Context: an optimization exercise on an open-source flow, tuned for small area and a short achievable clock period. The choices shown serve that exercise and are no tape-out recipe. The RTL was checked by simulation tests, not by an equivalence proof against the original design. Power figures rest on the tool's default switching activity, not on a simulated workload.

## before
Design fcb, start of the top module:
module fcb (
    input              clk,
    input              rst,
    input              rx_valid,
    input      [7:0]   rx_byte,
    output reg         dec_valid,
    output reg [2:0]   dec_evt,
    output     [3:0]   dec_len,
    output reg [87:0]  dec_data,
    output reg [1:0]   s2c_kind,
    output     [1:0]   s2c_host,
    output     [10:0]  s2c_id,
    output     [3:0]   s2c_dlc,
    input      [1:0]   cnt_sel,
    output     [15:0]  cnt_val,
    input              enc_valid,
    input      [3:0]   enc_len,
    input      [87:0]  enc_data,
    output             enc_ready,
    output reg         enc_refused,
    input              can_valid,
    input              can_ext,
    input      [28:0]  can_id,
    input      [3:0]   can_dlc,
    input      [63:0]  can_data,
    input      [31:0]  pt_mask,
    output             can_ready,
    output reg         c2s_valid,
    output reg [1:0]   c2s_res,
    output reg [2:0]   c2s_kind,
    output     [23:0]  c2s_arg,
    output     [3:0]   c2s_opc,
    output     [4:0]   c2s_sid,
    output             tx_valid,
    output reg [7:0]   tx_byte,
    input              tx_ready
);
For scale: about 1300 cells after synthesis, ~280 flip-flops, roughly 420 I/O pins.
==> flow/config.mk <==
export PLATFORM = sky130hd
export DESIGN_NAME = fcb
export DESIGN_NICKNAME = fcb
export VERILOG_FILES = /design/flow/design.v
export SDC_FILE = /design/flow/constraint.sdc
export NUM_CORES = 4
export LEC_CHECK = 0
export CAP_MARGIN = 20
export CORE_MARGIN = 2
export CORE_UTILIZATION = 40
export CTS_BUF_LIST = sky130_fd_sc_hd__clkbuf_8
export CTS_CLUSTER_DIAMETER = 60
export CTS_CLUSTER_SIZE = 15
export SLEW_MARGIN = 20
==> flow/constraint.sdc <==
create_clock -name core_clock -period 25.0 [get_ports {clk}]
set_input_delay 5.0000 -clock core_clock [delete_from_list [all_inputs] [get_ports {clk}]]
set_output_delay 5.0000 -clock core_clock [all_outputs]
set_load 0.01 [all_outputs]
standard.sh (not shown) runs the stock make flow with config.mk's settings and CLKGATE_MAP_FILE= SYNTH_SCRIPT=/design/flow/synth_recipe.tcl, a recipe that flattens the netlist after the stock synthesis.
==> flow/flow/run.sh <==
#!/bin/bash
# The standard layout (standard.sh), with three changes to how it is made:
#  * port buffers are the smallest buffer (buf_1) instead of the default pick;
#  * clock tree from clkbuf_8 with sink clusters of up to 15, no dummy loads;
#  * timing repair aims at 14 ns of setup slack, so it speeds up the paths
#    through the ports (the constraints and clock period are unchanged).
# ORFS writes each step's full log under orfs/logs; make's output is in
# flow_standard.log.
set -uo pipefail
bash standard.sh \
  "BUFFER_PORTS_ARGS=-buffer_cell sky130_fd_sc_hd__buf_1" \
  "CTS_ARGS=-sink_clustering_enable -repair_clock_nets -buf_list sky130_fd_sc_hd__clkbuf_8 -sink_clustering_size 15 -sink_clustering_max_diameter 60 -dont_use_dummy_load" \
  SETUP_SLACK_MARGIN=14 \
  finish > flow_standard.log 2>&1
diff inputs: before => after
==> flow/flow/run.sh <==
#!/bin/bash
set -uo pipefail
bash standard.sh "BUFFER_PORTS_ARGS=-buffer_cell sky130_fd_sc_hd__buf_1" "CTS_ARGS=-sink_clustering_enable -repair_clock_nets -buf_list sky130_fd_sc_hd__clkbuf_8 -sink_clustering_size 15 -sink_clustering_max_diameter 60 -dont_use_dummy_load" finish > flow_standard.log 2>&1
before ended up with mux4_2 as its worst-path cell with the longest stage delay; after ended up with nor2_1. Across both runs, critical path depth was higher for after than for before. Diff before -> after: hold slack decreased by 0.0053 ns relative to the old numbers, maximum achievable frequency shrank by 8.3%, non-clock buffer count shrank by 2.5%, post-layout instance area lost 280 sq um. No stage failed in after, and the final checks on the layout all came back clean.

========
try-ember:
fcb again, from the RTL that the note above started with.
// fcb
module fcb (
    input              clk,
    input              rst,
    input              rx_valid,
    input      [7:0]   rx_byte,
    output reg         dec_valid,
    output reg [2:0]   dec_evt,
    output     [3:0]   dec_len,
    output reg [87:0]  dec_data,
    output reg [1:0]   s2c_kind,
    output     [1:0]   s2c_host,
    output     [10:0]  s2c_id,
    output     [3:0]   s2c_dlc,
    input      [1:0]   cnt_sel,
    output     [15:0]  cnt_val,
    input              enc_valid,
    input      [3:0]   enc_len,
    input      [87:0]  enc_data,
    output             enc_ready,
    output reg         enc_refused,
    input              can_valid,
    input              can_ext,
    input      [28:0]  can_id,
    input      [3:0]   can_dlc,
    input      [63:0]  can_data,
    input      [31:0]  pt_mask,
    output             can_ready,
    output reg         c2s_valid,
    output reg [1:0]   c2s_res,
    output reg [2:0]   c2s_kind,
    output     [23:0]  c2s_arg,
    output     [3:0]   c2s_opc,
    output     [4:0]   c2s_sid,
    output             tx_valid,
    output reg [7:0]   tx_byte,
    input              tx_ready
);
Settings: LEC_CHECK=0, CAP_MARGIN=20, CORE_MARGIN=2, CORE_UTILIZATION=40, CTS_BUF_LIST=sky130_fd_sc_hd__clkbuf_8, CTS_CLUSTER_DIAMETER=60, CTS_CLUSTER_SIZE=15, SLEW_MARGIN=20; clock period 25.0 ns.
==> flow/flow/run.sh <==
#!/bin/bash
set -uo pipefail
bash standard.sh "BUFFER_PORTS_ARGS=-buffer_cell sky130_fd_sc_hd__buf_1" SETUP_SLACK_MARGIN=14 finish > flow_standard.log 2>&1
The final layout from try-ember, which completed every stage, passed the timing, DRC and antenna checks at the end of the flow.
#### Input delta (try-zinc over try-ember)
Settings: CTS_CLUSTER_DIAMETER changed from 60 to 50; CTS_BUF_LIST changed from sky130_fd_sc_hd__clkbuf_8 to sky130_fd_sc_hd__clkbuf_16; CTS_CLUSTER_SIZE changed from 15 to 20.
==> flow/flow/run.sh <==
#!/bin/bash
set -uo pipefail
bash standard.sh "BUFFER_PORTS_ARGS=-buffer_cell sky130_fd_sc_hd__buf_1" finish > flow_standard.log 2>&1
Results
- try-ember vs try-zinc, worst-path cell with the longest stage delay: sky130_fd_sc_hd__mux4_2 vs sky130_fd_sc_hd__nor2_1
- On met3 usage in global routing, the higher figure sits with try-zinc, not try-ember.
- No run among try-ember and try-zinc stopped early or left any final violation; all are clean.
- Going from try-ember to try-zinc, final area went up about 1.3%, total congestion overflow held.
#### Input delta (try-maple over try-zinc)
Settings: CTS_CLUSTER_DIAMETER: 50 -> 60; CTS_CLUSTER_SIZE: 20 -> 15; CTS_BUF_LIST: sky130_fd_sc_hd__clkbuf_16 -> sky130_fd_sc_hd__clkbuf_8.
### Flow results
- try-zinc and try-maple ended up with nearly the same routed wire length.
- Measured against try-zinc, the cell-internal power of try-maple comes out at 0.914 times the reference value.
- Diff try-maple..try-zinc | post-synthesis instance area | unchanged
- Looking at routing usage on met1 across try-zinc and try-maple, the one that comes out higher is try-maple.
- try-maple does better than try-zinc on total power.
- Of try-zinc and try-maple, the run reporting the higher clock power was try-zinc.

========
fcb, a different RTL version from the one above (not shown whole).
Size in the first run: ~1300 cells after synthesis, roughly 280 flip-flops, about 420 I/O pins, ~16000 sq um of cells after synthesis.
==> flow/design.v (excerpt) <==
module fcb (
    input              clk,
    input              rst,
    input              rx_valid,
    input      [7:0]   rx_byte,
    output reg         dec_valid,
    output reg [2:0]   dec_evt,
    output     [3:0]   dec_len,
    output reg [87:0]  dec_data,
    output reg [1:0]   s2c_kind,
    output     [1:0]   s2c_host,
    output     [10:0]  s2c_id,
    output     [3:0]   s2c_dlc,
    input      [1:0]   cnt_sel,
    output     [15:0]  cnt_val,
    input              enc_valid,
    input      [3:0]   enc_len,
    input      [87:0]  enc_data,
    output             enc_ready,
    output reg         enc_refused,
    input              can_valid,
    input              can_ext,
    input      [28:0]  can_id,
    input      [3:0]   can_dlc,
    input      [63:0]  can_data,
    input      [31:0]  pt_mask,
    output             can_ready,
    output reg         c2s_valid,
    output reg [1:0]   c2s_res,
    output reg [2:0]   c2s_kind,
    output     [23:0]  c2s_arg,
    output     [3:0]   c2s_opc,
    output     [4:0]   c2s_sid,
    output             tx_valid,
    output reg [7:0]   tx_byte,
    input              tx_ready
);
==> flow/config.mk <==
export PLATFORM = sky130hd
export DESIGN_NAME = fcb
export DESIGN_NICKNAME = fcb
export VERILOG_FILES = /design/flow/design.v
export SDC_FILE = /design/flow/constraint.sdc
export NUM_CORES = 4
export LEC_CHECK = 0
export CAP_MARGIN = 20
export CORE_MARGIN = 2
export CORE_UTILIZATION = 40
export CTS_BUF_LIST = sky130_fd_sc_hd__clkbuf_8
export CTS_CLUSTER_DIAMETER = 60
export CTS_CLUSTER_SIZE = 15
export SLEW_MARGIN = 20
==> flow/constraint.sdc <==
create_clock -name core_clock -period 25.0 [get_ports {clk}]
set_input_delay 5.0000 -clock core_clock [delete_from_list [all_inputs] [get_ports {clk}]]
set_output_delay 5.0000 -clock core_clock [all_outputs]
set_load 0.01 [all_outputs]
==> flow/flow/run.sh <==
#!/bin/bash
# The standard layout (standard.sh), with three changes to how it is made:
#  * port buffers are the smallest buffer (buf_1) instead of the default pick;
#  * clock tree from clkbuf_8 with sink clusters of up to 15, no dummy loads;
#  * timing repair aims at 14 ns of setup slack, so it speeds up the paths
#    through the ports (the constraints and clock period are unchanged).
# ORFS writes each step's full log under orfs/logs; make's output is in
# flow_standard.log.
set -uo pipefail
bash standard.sh \
  "BUFFER_PORTS_ARGS=-buffer_cell sky130_fd_sc_hd__buf_1" \
  "CTS_ARGS=-sink_clustering_enable -repair_clock_nets -buf_list sky130_fd_sc_hd__clkbuf_8 -sink_clustering_size 20 -sink_clustering_max_diameter 60 -dont_use_dummy_load" \
  SETUP_SLACK_MARGIN=14.3 \
  finish > flow_standard.log 2>&1
The first run completed with no timing, DRC or antenna violations.
Next try:
--- a/flow/flow/run.sh
+++ b/flow/flow/run.sh
@@ -10,5 +10,5 @@
 bash standard.sh \
   "BUFFER_PORTS_ARGS=-buffer_cell sky130_fd_sc_hd__buf_1" \
-  "CTS_ARGS=-sink_clustering_enable -repair_clock_nets -buf_list sky130_fd_sc_hd__clkbuf_8 -sink_clustering_size 20 -sink_clustering_max_diameter 60 -dont_use_dummy_load" \
+  "CTS_ARGS=-sink_clustering_enable -repair_clock_nets -buf_list sky130_fd_sc_hd__clkbuf_16 -sink_clustering_size 30 -sink_clustering_max_diameter 80 -dont_use_dummy_load" \
   SETUP_SLACK_MARGIN=14.3 \
   finish > flow_standard.log 2>&1
Wire length barely changes.
Setup slack degrades by 0.0033 ns.
Clock power went up by 14%.
Final cell count went down by 0.32%.
Utilization went up by 0.37 points.
Power went up by 2.9%.
Area after synthesis stays the same.
First-iteration DRC count went up by 15%.

afterwards: timing with drivers on the ports:
The flow's constraints put no driver on any port. The routed layouts listed below were extracted and timed again, unchanged, in two steps. Step 1, drivers: a clkbuf_16 drives clk and a buf_2 each remaining input, both assumed. Step 2 also shifts input and output timing later by t, the mid clock arrival at the registers, as if the neighbouring blocks saw the same clock. Slacks: ideal / step 1 / step 2; pairs: ideal / step 1.
run | t (ns) | setup slack, ns | latest minus earliest clock arrival (ns) | pins driven straight from the clock port
before | 0.617 | 14.017 / 13.993 / 13.577 | 0.083 / 0.082 | 1
after | 0.635 | 13.028 / 13.049 / 12.415 | 0.064 / 0.063 | 1
try-ember | 0.647 | 14.021 / 13.996 / 13.545 | 0.036 / 0.036 | 1
try-zinc | 0.624 | 12.944 / 12.970 / 12.346 | 0.016 / 0.016 | 1
try-maple | 0.661 | 13.022 / 13.046 / 12.385 | 0.027 / 0.027 | 1
the first run of note 3 | 0.617 | 14.091 / 14.023 / 13.627 | 0.066 / 0.065 | 1
the second run of note 3 | 0.547 | 14.088 / 14.019 / 13.754 | 0.064 / 0.064 | 1
After both steps setup and hold are still met in every run listed. For try-maple, which loses most, drivers alone change the setup slack by +0.024 ns; drivers and shift together by -0.637 ns.
